Background: an optimization exercise with open tools, aiming at small area, a short achievable clock period and few clock cycles. Do not read the settings as production practice. Only simulation tests tie the RTL to the original design; equivalence was not proved. No activity file was given, so power comes from the tool's default toggle rates.

== run A ==
// baton_relay_core
module baton_relay_core (
    input  wire        clk,
    input  wire        rst,
    input  wire [63:0] cfg_turns_required,
    input  wire        cmd_valid,
    output wire        cmd_ready,
    input  wire [1:0]  cmd_op,
    input  wire [7:0]  cmd_seed,
    input  wire        rx_valid,
    output wire        rx_ready,
    input  wire [63:0] rx_data,
    input  wire [3:0]  rx_len,
    input  wire        rx_fin,
    input  wire        offer_valid,
    output wire        offer_ready,
    input  wire [15:0] offer_len,
    output wire        tx_valid,
    input  wire        tx_ready,
    output wire [63:0] tx_data,
    output wire [3:0]  tx_len,
    output wire        tx_fin,
    output wire        tx_last,
    output wire        idle,
    output wire [2:0]  state,
    output wire        role,
    output wire [7:0]  baton_out,
    output wire [7:0]  baton_in,
    output wire [63:0] turn_count,
    output wire [63:0] rx_byte_count,
    output wire [2:0]  close_code,
    output wire        dgram_ready,
    output wire [7:0]  dgram_value
);
For scale: about 330 flip-flops, about 400 I/O pins.
export LEC_CHECK = 0
export CAP_MARGIN = 20
export CORE_MARGIN = 2
export CORE_UTILIZATION = 40
export SETUP_SLACK_MARGIN = 4.9
export SLEW_MARGIN = 20
create_clock -name core_clock -period 8.0 [get_ports {clk}]
standard.sh (not shown) runs the stock make flow with config.mk's settings and CLKGATE_MAP_FILE= SYNTH_SCRIPT=/design/flow/synth_recipe.tcl, a recipe that flattens the netlist after the stock synthesis.
==> flow/flow/run.sh <==
#!/bin/bash
# Standard layout (standard.sh) with two changes:
#  - synthesis maps the logic with flow/area.abc (see flow/synth.tcl);
#  - every port is buffered by the smallest buffer.
# Full make output goes to standard.log; ORFS keeps each step's log under orfs/logs.
set -euo pipefail
here=$(pwd)
export BUFFER_PORTS_ARGS="-buffer_cell sky130_fd_sc_hd__buf_1"
export FLOW_ABC_SCRIPT="$here/flow/area.abc"
sed "s#SYNTH_SCRIPT=[^ ]*#SYNTH_SCRIPT=$here/flow/synth.tcl#" standard.sh > standard_area.sh
bash standard_area.sh finish > standard.log 2>&1
==> flow/flow/area.abc <==
&get -n
&st
&syn2
&syn2
&dch -f
&nf -R 2000
&put
==> flow/flow/synth.tcl <==
# The standard flow's synthesis script (synth_recipe.tcl), with one change: ABC maps the
# logic with the script in FLOW_ABC_SCRIPT (flow/area.abc, an area-recovering
# script) in place of ORFS's speed script. Registers, passes, flattening and
# renaming are unchanged.
proc synth {args} { yosys synth -nofsm -noshare {*}$args }
proc use_own_abc_script {name1 name2 op} {
  upvar #0 abc_args a
  set i [lsearch -exact $a -script]
  if {$i >= 0} { lset a [expr {$i + 1}] $::env(FLOW_ABC_SCRIPT) }
}
trace add variable ::abc_args write use_own_abc_script
source $::env(SCRIPTS_DIR)/synth.tcl
# left out here: clear keep_hierarchy, flatten, clean up, hide names made inside functions, write 1_2_yosys.v
Run A completed; timing, DRC and antenna clean
Testbench counts of run A, summed over its fixed seeds: cycles 196,564.
Inputs modified between run A and run B:
- CORE_UTILIZATION: 40 -> 60
==> flow/flow/run.sh <==
#!/bin/bash
# Standard layout, with every port buffered by the smallest buffer instead of
# the flow's default choice. Full make output goes to standard.log.
set -euo pipefail
export BUFFER_PORTS_ARGS="-buffer_cell sky130_fd_sc_hd__buf_1"
bash standard.sh finish > standard.log 2>&1
removed: flow/flow/area.abc
removed: flow/flow/synth.tcl
--- outcome ---
- A slowest library cell on the worst path of sky130_fd_sc_hd__dfxtp_4 is what run A shows, while sky130_fd_sc_hd__or4_4 belongs to run B.
- Comparing run A and run B, the higher number of filler cells placed in the layout was measured on run A.
- Compared with run A, run B shows a lower synthesized-area fraction occupied by ao, oa, aoi and oai cells.
- Comparing run B against run A, there is no change at all in total of clock buffers placed in the layout.
- Sequential standard cell area of run B is on par with run A.
- Compare run A and run B | met3 capacity usage during global routing higher: run A
- The lower cell area reported after detailed placement came out of run A.
- When run B is measured against run A, its global-route usage turns out 9.5 points higher.
- The pre-CTS worst setup slack in run B sits 0.092 ns above the value recorded for run A.
Modified inputs, run C compared to run B
- a change of CORE_UTILIZATION from 60 to 40
==> flow/flow/run.sh <==
#!/bin/bash
# Standard layout (standard.sh) with two changes:
#  - synthesis maps the logic with flow/area.abc (see flow/synth.tcl);
#  - every port is buffered by the smallest buffer.
# Full make output goes to standard.log; ORFS keeps each step's log under orfs/logs.
set -euo pipefail
here=$(pwd)
export BUFFER_PORTS_ARGS="-buffer_cell sky130_fd_sc_hd__buf_1"
export FLOW_ABC_SCRIPT="$here/flow/area.abc"
sed "s#SYNTH_SCRIPT=[^ ]*#SYNTH_SCRIPT=$here/flow/synth.tcl#" standard.sh > standard_area.sh
bash standard_area.sh finish > standard.log 2>&1
==> flow/flow/area.abc (new file) <==
&get -n
&st
&dc2
&syn2
&dc2
&dch -f
&nf -R 2000
&put
==> flow/flow/synth.tcl (new file) <==
# The standard flow's synthesis script (synth_recipe.tcl), with one change: ABC maps the
# logic with the script in FLOW_ABC_SCRIPT (flow/area.abc, an area-recovering
# script) in place of ORFS's speed script. Registers, passes, flattening and
# renaming are unchanged.
proc synth {args} { yosys synth -nofsm -noshare {*}$args }
proc use_own_abc_script {name1 name2 op} {
  upvar #0 abc_args a
  set i [lsearch -exact $a -script]
  if {$i >= 0} { lset a [expr {$i + 1}] $::env(FLOW_ABC_SCRIPT) }
}
trace add variable ::abc_args write use_own_abc_script
source $::env(SCRIPTS_DIR)/synth.tcl
# left out here: clear keep_hierarchy, flatten, clean up, hide names made inside functions, write 1_2_yosys.v
### Flow results
Of run C and run B, it is run C that has the higher clock share of power.
As of run C, total power draw had risen by a few percent compared to run B.
Compared with run B, in run C global routing met3 resource utilization barely changed, register-to-register slack decreased 0.03 ns.
Run C vs. run B: multi-input combinational cell area saw a decrease; amount of wire on met3 after detailed routing saw a decrease; logic gate share of total power saw a decrease; post-route cell area saw a decrease; sum of met2 wire segment lengths after detailed routing saw a decrease.
The inputs of run D differ from those of run C as listed below.
- putting GPL_TIMING_DRIVEN at 1 where nothing was set
==> flow/flow/run.sh <==
#!/bin/bash
# Standard layout, with every port buffered by the smallest buffer instead of
# the flow's default choice. Full make output goes to standard.log.
set -euo pipefail
export BUFFER_PORTS_ARGS="-buffer_cell sky130_fd_sc_hd__buf_1"
bash standard.sh finish > standard.log 2>&1
removed: flow/flow/area.abc
removed: flow/flow/synth.tcl
==> run summary <==
Summary — final cell utilization of the core, run D relative to run C: lower, by 1.4 points.
Run D against run C: design area increased about 5%; worst setup margin now larger; clock group share of total power moved down; post-synthesis compound-gate area fraction saw a decrease; vertical extent of the die went up 4.2%.
Sequential group share of total power: run D vs run C up 0.8 points
From run C to run D the numbers moved as follows: maximum net fanout on the critical path moved up; count of inserted antenna diode cells lost 1.
Across both runs, met2 routing resource usage after global routing was higher for run D than for run C.

## static timing again, ports no longer ideal
The results above use ideal ports. As a check the final layouts listed here were re-extracted and re-timed, cells and wires unchanged. Step 1 assumes that a clkbuf_16 drives the clock port and a buf_2 every other input. Step 2 adds t to the input delays and takes it off the output delays; t is the mean of the earliest and latest rising clock arrival at the registers after step 1. Input paths then give back, and output paths get back, about the clock's delay inside the block. Three values: ideal ports, drivers, drivers and shift; two values: the first two.
run	t, ns	setup slack, ns	worst data-port slew with drivers (ns)
run A	0.612	4.727 / 4.727 / 4.405	0.08
run B	0.573	4.923 / 4.909 / 4.364	0.07
run C	0.613	4.902 / 4.902 / 4.335	0.08
run D	0.614	4.950 / 4.892 / 4.368	0.07
After both steps setup and hold are still met in every run listed. For run D, which loses most, drivers alone change the setup slack by -0.058 ns; drivers and shift together by -0.582 ns.
